Background: an optimization exercise with open tools, aiming at small area and few clock cycles per item. Do not read the settings as production practice. In this exercise RTL edits were held to simulation tests only and were not proved equivalent to the original. Power figures rest on the tool's default switching activity, not on a simulated workload.

==> run H <==
==> flow/design.v <==
module bbe_getput (
    input  wire        clk,
    input  wire        rst,
    input  wire        in_valid,
    output wire        in_ready,
    input  wire        in_op,       
    input  wire [6:0]  in_n,        
    input  wire [63:0] in_base,
    input  wire [63:0] in_len,
    input  wire [63:0] in_cap,
    input  wire [63:0] in_pos,
    input  wire [71:0] in_win,      
    input  wire [63:0] in_val,
    output wire        out_valid,
    output wire [1:0]  out_code,    
    output wire [63:0] out_x,
    output wire [63:0] out_base,
    output wire [63:0] out_len,
    output wire [63:0] out_cap,
    output wire [63:0] out_pos,
    output wire [71:0] out_wdata,
    output wire [8:0]  out_wmask    
);
    localparam [1:0] C_OK      = 2'd0;
    localparam [1:0] C_ILLEGAL = 2'd1;
    localparam [1:0] C_DESC    = 2'd2;
    localparam [1:0] C_BOUNDS  = 2'd3;
    localparam integer LO = 14;     
    localparam integer HI = 33 - LO;
    assign in_ready = 1'b1;
    function [33:0] rca;
        input [32:0] a, b;
        input        ci;
        input integer w;
        reg   [33:0] c;
        integer      k;
        begin
            rca = 34'd0;
            c = 34'd0;
            c[0] = ci;
            for (k = 0; k < 33; k = k + 1)
                if (k < w) begin
                    rca[k] = a[k] ^ b[k] ^ c[k];
                    c[k+1] = (a[k] & b[k]) | (a[k] & c[k]) | (b[k] & c[k]);
                end
            rca[33] = c[w];
        end
    endfunction
    function carry;
        input [63:0] g0, p0;
        input integer w;
        reg   [63:0] g, p;
        integer      i, k;
        begin
            g = g0;
            p = p0;
            for (k = 1; k < 64; k = k * 2)
                for (i = 0; i + k < 64; i = i + 2 * k)
                    if (i + k < w) begin
                        g[i] = g[i + k] | (p[i + k] & g[i]);
                        p[i] = p[i + k] & p[i];
                    end
            carry = g[0];
        end
    endfunction
    wire [2:0]  s        = in_pos[2:0];
    wire [6:0]  sn       = {4'd0, s} + in_n;       
    wire        illegal  = in_n[6] & (|in_n[5:0]);             
    wire        len_gt   = (|in_len[63:33]) |
                           carry({31'd0, in_len[32:0] & ~in_cap[32:0]},
                                 {31'd0, in_len[32:0] | ~in_cap[32:0]}, 33);
    wire [32:0] da       = in_base[32:0];
    wire [32:0] db       = in_cap[32:0];
    wire [33:0] dS       = {1'b1, da[32] ^ db[32], ~(da[31:0] ^ db[31:0])};
    wire [33:0] dC       = {da[32] & db[32], da[31:0] | db[31:0], 1'b0};
    wire        bc_big   = (|in_base[63:33]) | (|in_cap[63:33]) | dC[33] |
                           carry({31'd0, dS[32:0] & dC[32:0]},
                                 {31'd0, dS[32:0] | dC[32:0]}, 33);
    wire        desc_bad = len_gt | bc_big;
    wire [33:0] q_full   = {1'b0, in_pos[35:3]} + {30'd0, sn[6:3]};
    wire [32:0] q        = q_full[32:0];
    wire [34:0] bq       = {q_full, |sn[2:0]};
    wire [34:0] bl       = ~{1'b0, in_len[32:0], 1'b0};
    wire        bounds_bad = (|in_pos[63:36]) |
                             carry({29'd0, bq & bl}, {29'd0, bq | bl}, 35);
    wire [1:0]  code = illegal  ? C_ILLEGAL :
                       desc_bad ? C_DESC    :
                       bounds_bad ? C_BOUNDS : C_OK;
    wire        ok   = ~illegal & ~desc_bad & ~bounds_bad;
    wire [33:0] b_lo = rca(in_base[32:0], q, 1'b0, LO);
    wire [33:0] l_lo = rca(in_len[32:0], ~q, 1'b1, LO);
    wire [33:0] c_lo = rca(in_cap[32:0], ~q, 1'b1, LO);
    reg         r_valid;
    reg  [1:0]  r_code;
    reg         r_op;
    reg  [6:0]  r_sn;           
    reg  [63:0] r_base, r_len, r_cap, r_val;
    reg  [63:0] r_pos;          
    reg  [71:0] r_win;
    reg         r_bc, r_lc, r_cc;          
    always @(posedge clk) begin
        if (rst)
            r_valid <= 1'b0;
        else
            r_valid <= in_valid;
    end
    always @(posedge clk) begin
        r_code <= code;
        r_op   <= in_op;
        r_sn   <= ok ? sn : {4'd0, s};
        r_base <= {in_base[63:LO], ok ? b_lo[LO-1:0] : in_base[LO-1:0]};
        r_len  <= {in_len[63:LO],  ok ? l_lo[LO-1:0] : in_len[LO-1:0]};
        r_cap  <= {in_cap[63:LO],  ok ? c_lo[LO-1:0] : in_cap[LO-1:0]};
        r_pos  <= {in_pos[63:36], ok ? q[32:LO] : in_pos[35:3+LO], in_pos[2+LO:0]};
        r_win  <= in_win;
        r_val  <= in_val;
        r_bc   <= ok & b_lo[33];
        r_lc   <= ~ok | l_lo[33];
        r_cc   <= ~ok | c_lo[33];
    end
    wire        r_ok = (r_code == C_OK);
    wire [32:0] qg   = {{LO{1'b0}}, r_pos[35:3+LO] & {HI{r_ok}}};
    wire [33:0] b_hi = rca({{LO{1'b0}}, r_base[32:LO]}, qg, r_bc, HI);
    wire [33:0] l_hi = rca({{LO{1'b0}}, r_len[32:LO]}, ~qg, r_lc, HI);
    wire [33:0] c_hi = rca({{LO{1'b0}}, r_cap[32:LO]}, ~qg, r_cc, HI);
    assign out_valid = r_valid;
    assign out_code  = r_code;
    assign out_base  = {r_base[63:33], b_hi[HI-1:0], r_base[LO-1:0]};
    assign out_len   = {r_len[63:33],  l_hi[HI-1:0], r_len[LO-1:0]};
    assign out_cap   = {r_cap[63:33],  c_hi[HI-1:0], r_cap[LO-1:0]};
    assign out_pos   = {r_pos[63:36], r_pos[35:3] & {33{~r_ok}}, r_sn[2:0]};
    wire [2:0]  rs = r_pos[2:0];
    wire [6:0]  sh = 7'd72 - r_sn;                
    reg  [71:0] win_m;
    integer i;
    always @(*) begin
        win_m = r_win;
        for (i = 0; i < 7; i = i + 1)
            if (i < rs) win_m[71 - i] = 1'b0;
    end
    reg  [71:0] rev_val;
    always @(*) begin
        for (i = 0; i < 72; i = i + 1)
            rev_val[i] = (i >= 8) ? r_val[71 - i] : 1'b0;
    end
    wire [71:0] sh_in  = r_op ? rev_val : win_m;
    wire [71:0] sh_out = sh_in >> sh;
    assign out_x = sh_out[63:0] & {64{~r_op}};
    reg  [71:0] put_data;
    reg  [8:0]  put_mask;
    always @(*) begin
        for (i = 0; i < 72; i = i + 1)
            put_data[71 - i] = (r_op && (i < r_sn) && (i >= rs)) ? sh_out[i] : r_win[71 - i];
        put_mask[8] = r_op && (r_sn > {4'd0, rs});
        for (i = 1; i < 9; i = i + 1)
            put_mask[8 - i] = r_op && (8 * i < r_sn);
    end
    assign out_wdata = put_data;
    assign out_wmask = put_mask;
endmodule
==> flow/flow/run.sh <==
#!/bin/bash
# The standard layout (the standard.sh: ORFS synthesis to final layout)
# with two changes:
#  - the port buffers that ORFS's global placement inserts are made from the
#    smallest buffer cell, sky130_fd_sc_hd__buf_1, in place of the default
#    clkdlybuf4s50_1; every input and output port still gets its own buffer;
#  - clock tree synthesis clusters up to 24 sinks per leaf buffer and inserts
#    no dummy loads.
set -euo pipefail
export BUFFER_PORTS_ARGS="-buffer_cell sky130_fd_sc_hd__buf_1"
export CTS_ARGS="-sink_clustering_enable -repair_clock_nets -dont_use_dummy_load -sink_clustering_size 24 -sink_clustering_max_diameter 60 -buf_list sky130_fd_sc_hd__clkbuf_16"
bash standard.sh > standard_make.log 2>&1
==> flow/standard.sh <==
#!/bin/bash
# synth_recipe.tcl (not shown) runs the flow's synth.tcl, then flattens the netlist and writes it again
# the make line also repeats each setting of config.mk as NAME=value (left out here)
make -C /OpenROAD-flow-scripts/flow DESIGN_CONFIG=/design/flow/config.mk WORK_HOME=/design/flow/orfs CLKGATE_MAP_FILE= SYNTH_SCRIPT=/design/flow/synth_recipe.tcl "${@:-finish}"
==> flow/config.mk <==
export PLATFORM = sky130hd
export DESIGN_NAME = bbe_getput
export DESIGN_NICKNAME = bbe_getput
export VERILOG_FILES = /design/flow/design.v
export SDC_FILE = /design/flow/constraint.sdc
export NUM_CORES = 4
export LEC_CHECK = 0
export CAP_MARGIN = 20
export CORE_MARGIN = 2
export CORE_UTILIZATION = 40
export SLEW_MARGIN = 20
==> flow/constraint.sdc <==
create_clock -name core_clock -period 12.0 [get_ports {clk}]
set_input_delay 2.4000 -clock core_clock [delete_from_list [all_inputs] [get_ports {clk}]]
set_output_delay 2.4000 -clock core_clock [all_outputs]
set_load 0.01 [all_outputs]
==> inputs of run K, as changes to run H <==
--- a/flow/design.v
+++ b/flow/design.v
@@ -71,11 +71,21 @@
                                  {31'd0, in_len[32:0] | ~in_cap[32:0]}, 33);
     wire [32:0] da       = in_base[32:0];
     wire [32:0] db       = in_cap[32:0];
-    wire [33:0] dS       = {1'b1, da[32] ^ db[32], ~(da[31:0] ^ db[31:0])};
     wire [33:0] dC       = {da[32] & db[32], da[31:0] | db[31:0], 1'b0};
+    reg  [32:0] dg, dp;
+    integer     b;
+    always @(*) begin
+        for (b = 0; b < 33; b = b + 1)
+            if (b < 32) begin
+                dg[b] = (da[b] & db[b] & dC[b]) | (~da[b] & ~db[b] & dC[b]);
+                dp[b] = ((da[b] & db[b]) | dC[b]) | (~da[b] & ~db[b]);
+            end else begin
+                dg[b] = (da[b] & ~db[b] & dC[b]) | (~da[b] & db[b] & dC[b]);
+                dp[b] = ((da[b] & ~db[b]) | dC[b]) | (~da[b] & db[b]);
+            end
+    end
     wire        bc_big   = (|in_base[63:33]) | (|in_cap[63:33]) | dC[33] |
-                           carry({31'd0, dS[32:0] & dC[32:0]},
-                                 {31'd0, dS[32:0] | dC[32:0]}, 33);
+                           carry({31'd0, dg}, {31'd0, dp}, 33);
     wire        desc_bad = len_gt | bc_big;
     wire [33:0] q_full   = {1'b0, in_pos[35:3]} + {30'd0, sn[6:3]};
     wire [32:0] q        = q_full[32:0];
==> flow/flow/run.sh (replaced) <==
#!/bin/bash
# The standard layout (standard.sh: ORFS synthesis to final layout) with
# three changes, all in how the layout is made:
#  1. Synthesis is ORFS's synthesis exactly as synth_recipe.tcl runs it, except
#     that the ABC technology-mapping step uses flow/abc_area.script, an
#     area-oriented mapping script (delay relaxed, two rounds of choice
#     computation and mapping with more area-recovery rounds),
#     in place of ORFS's abc_speed.script. Registers are mapped before ABC
#     runs, so they are the standard synthesis's registers.
#  2. The port buffers that ORFS's global placement inserts are made from the
#     smallest buffer cell, sky130_fd_sc_hd__buf_1, in place of the default
#     clkdlybuf4s50_1; every input and output port still gets its own buffer.
#  3. Clock tree synthesis clusters up to 26 sinks per leaf buffer and
#     inserts no dummy loads.
# Each tool's output goes to a log in this folder (and ORFS's own logs under
# orfs/logs).
set -euo pipefail
here=$(pwd)

# synthesis script: ORFS's synth.tcl with the ABC script replaced
sed 's|^  log_cmd abc {\*}\$abc_args$|  log_cmd abc {*}[lreplace $abc_args 1 1 '"$here"'/flow/abc_area.script]|' \
    "$FLOW_HOME/scripts/synth.tcl" > "$here/synth_area.tcl"
grep -q 'flow/abc_area.script' "$here/synth_area.tcl"
sed 's|\$::env(SCRIPTS_DIR)/synth.tcl|'"$here"'/synth_area.tcl|' \
    "$here/synth_recipe.tcl" > "$here/synth_recipe_area.tcl"
grep -q 'synth_area.tcl' "$here/synth_recipe_area.tcl"
sed 's|SYNTH_SCRIPT=[^ ]*synth_recipe.tcl|SYNTH_SCRIPT='"$here"'/synth_recipe_area.tcl|' \
    "$here/standard.sh" > "$here/standard_area.sh"
grep -q 'synth_recipe_area.tcl' "$here/standard_area.sh"

export BUFFER_PORTS_ARGS="-buffer_cell sky130_fd_sc_hd__buf_1"
export CTS_ARGS="-sink_clustering_enable -repair_clock_nets -dont_use_dummy_load -sink_clustering_size 26 -sink_clustering_max_diameter 100 -buf_list sky130_fd_sc_hd__clkbuf_16"
bash "$here/standard_area.sh" > "$here/standard_make.log" 2>&1
==> flow/flow/abc_area.script (new file) <==
&get -n
&st
&dc2
&syn2
&dch -f
&nf -R 1000 -C 32 -F 8 -A 4
&st
&dch -f
&nf -R 1000 -C 32 -F 8 -A 4
&put
topo
stime -c
CORE_UTILIZATION = 46   (was 40)
==> inputs of run P, as changes to run H <==
--- a/flow/design.v
+++ b/flow/design.v
@@ -71,11 +71,21 @@
                                  {31'd0, in_len[32:0] | ~in_cap[32:0]}, 33);
     wire [32:0] da       = in_base[32:0];
     wire [32:0] db       = in_cap[32:0];
-    wire [33:0] dS       = {1'b1, da[32] ^ db[32], ~(da[31:0] ^ db[31:0])};
     wire [33:0] dC       = {da[32] & db[32], da[31:0] | db[31:0], 1'b0};
+    reg  [32:0] dg, dp;
+    integer     b;
+    always @(*) begin
+        for (b = 0; b < 33; b = b + 1)
+            if (b < 32) begin
+                dg[b] = (da[b] & db[b] & dC[b]) | (~da[b] & ~db[b] & dC[b]);
+                dp[b] = ((da[b] & db[b]) | dC[b]) | (~da[b] & ~db[b]);
+            end else begin
+                dg[b] = (da[b] & ~db[b] & dC[b]) | (~da[b] & db[b] & dC[b]);
+                dp[b] = ((da[b] & ~db[b]) | dC[b]) | (~da[b] & db[b]);
+            end
+    end
     wire        bc_big   = (|in_base[63:33]) | (|in_cap[63:33]) | dC[33] |
-                           carry({31'd0, dS[32:0] & dC[32:0]},
-                                 {31'd0, dS[32:0] | dC[32:0]}, 33);
+                           carry({31'd0, dg}, {31'd0, dp}, 33);
     wire        desc_bad = len_gt | bc_big;
     wire [33:0] q_full   = {1'b0, in_pos[35:3]} + {30'd0, sn[6:3]};
     wire [32:0] q        = q_full[32:0];
==> flow/flow/run.sh (replaced) <==
#!/bin/bash
# The standard layout (standard.sh: ORFS synthesis to final layout) with
# three changes, all in how the layout is made:
#  1. Synthesis is ORFS's synthesis exactly as synth_recipe.tcl runs it, except
#     that (a) the ABC technology-mapping step uses flow/abc_area.script, an
#     area-oriented mapping script (delay relaxed, two rounds of choice
#     computation and mapping with more area-recovery rounds), in place of
#     ORFS's abc_speed.script, and (b) only full adders are extracted into
#     adder cells (extract_fa -fa), so half-adder logic is left to ABC.
#     Registers are mapped before either step, so they are the standard
#     synthesis's registers.
#  2. The port buffers that ORFS's global placement inserts are made from the
#     smallest buffer cell, sky130_fd_sc_hd__buf_1, in place of the default
#     clkdlybuf4s50_1; every input and output port still gets its own buffer.
#  3. Clock tree synthesis clusters up to 26 sinks per leaf buffer and
#     inserts no dummy loads.
# Each tool's output goes to a log in this folder (and ORFS's own logs under
# orfs/logs).
set -euo pipefail
here=$(pwd)

# synthesis script: ORFS's synth.tcl with the ABC script replaced
sed -e 's|^  log_cmd abc {\*}\$abc_args$|  log_cmd abc {*}[lreplace $abc_args 1 1 '"$here"'/flow/abc_area.script]|' \
    -e 's|^  extract_fa {\*}\[dont_use_extract_fa_args\]$|  extract_fa -fa|' \
    "$FLOW_HOME/scripts/synth.tcl" > "$here/synth_area.tcl"
grep -q 'flow/abc_area.script' "$here/synth_area.tcl"
grep -q '^  extract_fa -fa$' "$here/synth_area.tcl"
sed 's|\$::env(SCRIPTS_DIR)/synth.tcl|'"$here"'/synth_area.tcl|' \
    "$here/synth_recipe.tcl" > "$here/synth_recipe_area.tcl"
grep -q 'synth_area.tcl' "$here/synth_recipe_area.tcl"
sed 's|SYNTH_SCRIPT=[^ ]*synth_recipe.tcl|SYNTH_SCRIPT='"$here"'/synth_recipe_area.tcl|' \
    "$here/standard.sh" > "$here/standard_area.sh"
grep -q 'synth_recipe_area.tcl' "$here/standard_area.sh"

export BUFFER_PORTS_ARGS="-buffer_cell sky130_fd_sc_hd__buf_1"
export CTS_ARGS="-sink_clustering_enable -repair_clock_nets -dont_use_dummy_load -sink_clustering_size 26 -sink_clustering_max_diameter 100 -buf_list sky130_fd_sc_hd__clkbuf_16"
bash "$here/standard_area.sh" > "$here/standard_make.log" 2>&1
==> flow/flow/abc_area.script (new file) <==
&get -n
&st
&dc2
&syn2
&dch -f
&nf -R 1000 -C 32 -F 8 -A 4
&st
&dch -f
&nf -R 1000 -C 32 -F 8 -A 4
&put
topo
stime -c
==> summary of the runs <==
Critical path depth is the same in run H and run P. Global-route usage: run P is higher than run H (7.3 points). Of run P and run H, run H has the higher combinational power (gap about 8%, measured against run H). Run K never finished: it broke off in I/O pin placement (3_2_place_iop), error PPL-0024. Run P produced a clean layout. Run H passed the timing, DRC and antenna checks. Of run H and run P, run P has the higher sequential share of layout area (gap 3.0 points). First-iteration DRC count: run H is smaller than run P (about 16%). Of run P and run H, run P has the higher worst hold slack (gap 0.0024 ns).
Testbench counts of run H, summed over its fixed seeds: cycles 24,000, items 24,000.
Testbench counts of run K, summed over its fixed seeds: cycles 24,000, items 24,000.
Testbench counts of run P, summed over its fixed seeds: cycles 24,000, items 24,000.

[what the ideal ports hide]
How much do the figures lean on ideal ports? The routed layouts below were timed once more, with nothing changed but the port constraints. Step 1 (the two cells are an assumption about what drives the block):
set clk [get_ports {clk}]
set_driving_cell -lib_cell sky130_fd_sc_hd__clkbuf_16 $clk
set_driving_cell -lib_cell sky130_fd_sc_hd__buf_2 [delete_from_list [all_inputs] $clk]
Step 2 times the ports against the registers' clock, not the clock port: input delays grow and output delays shrink by t, the midpoint of the rising clock arrivals with the driver on. Three values: ideal, step 1, step 2; two values: the first two.
| run | t (ns) | setup slack, ns | worst hold slack (ns) | cell pins on the clock port's net |
|---|---|---|---|---|
| run H | 0.616 | 0.789 / 0.721 / 1.337 | 1.891 / 1.855 / 2.471 | 1 |
| run P | 0.629 | 0.535 / 0.469 / 1.098 | 1.893 / 1.853 / 2.482 | 1 |
After both steps setup and hold are still met in every run listed.
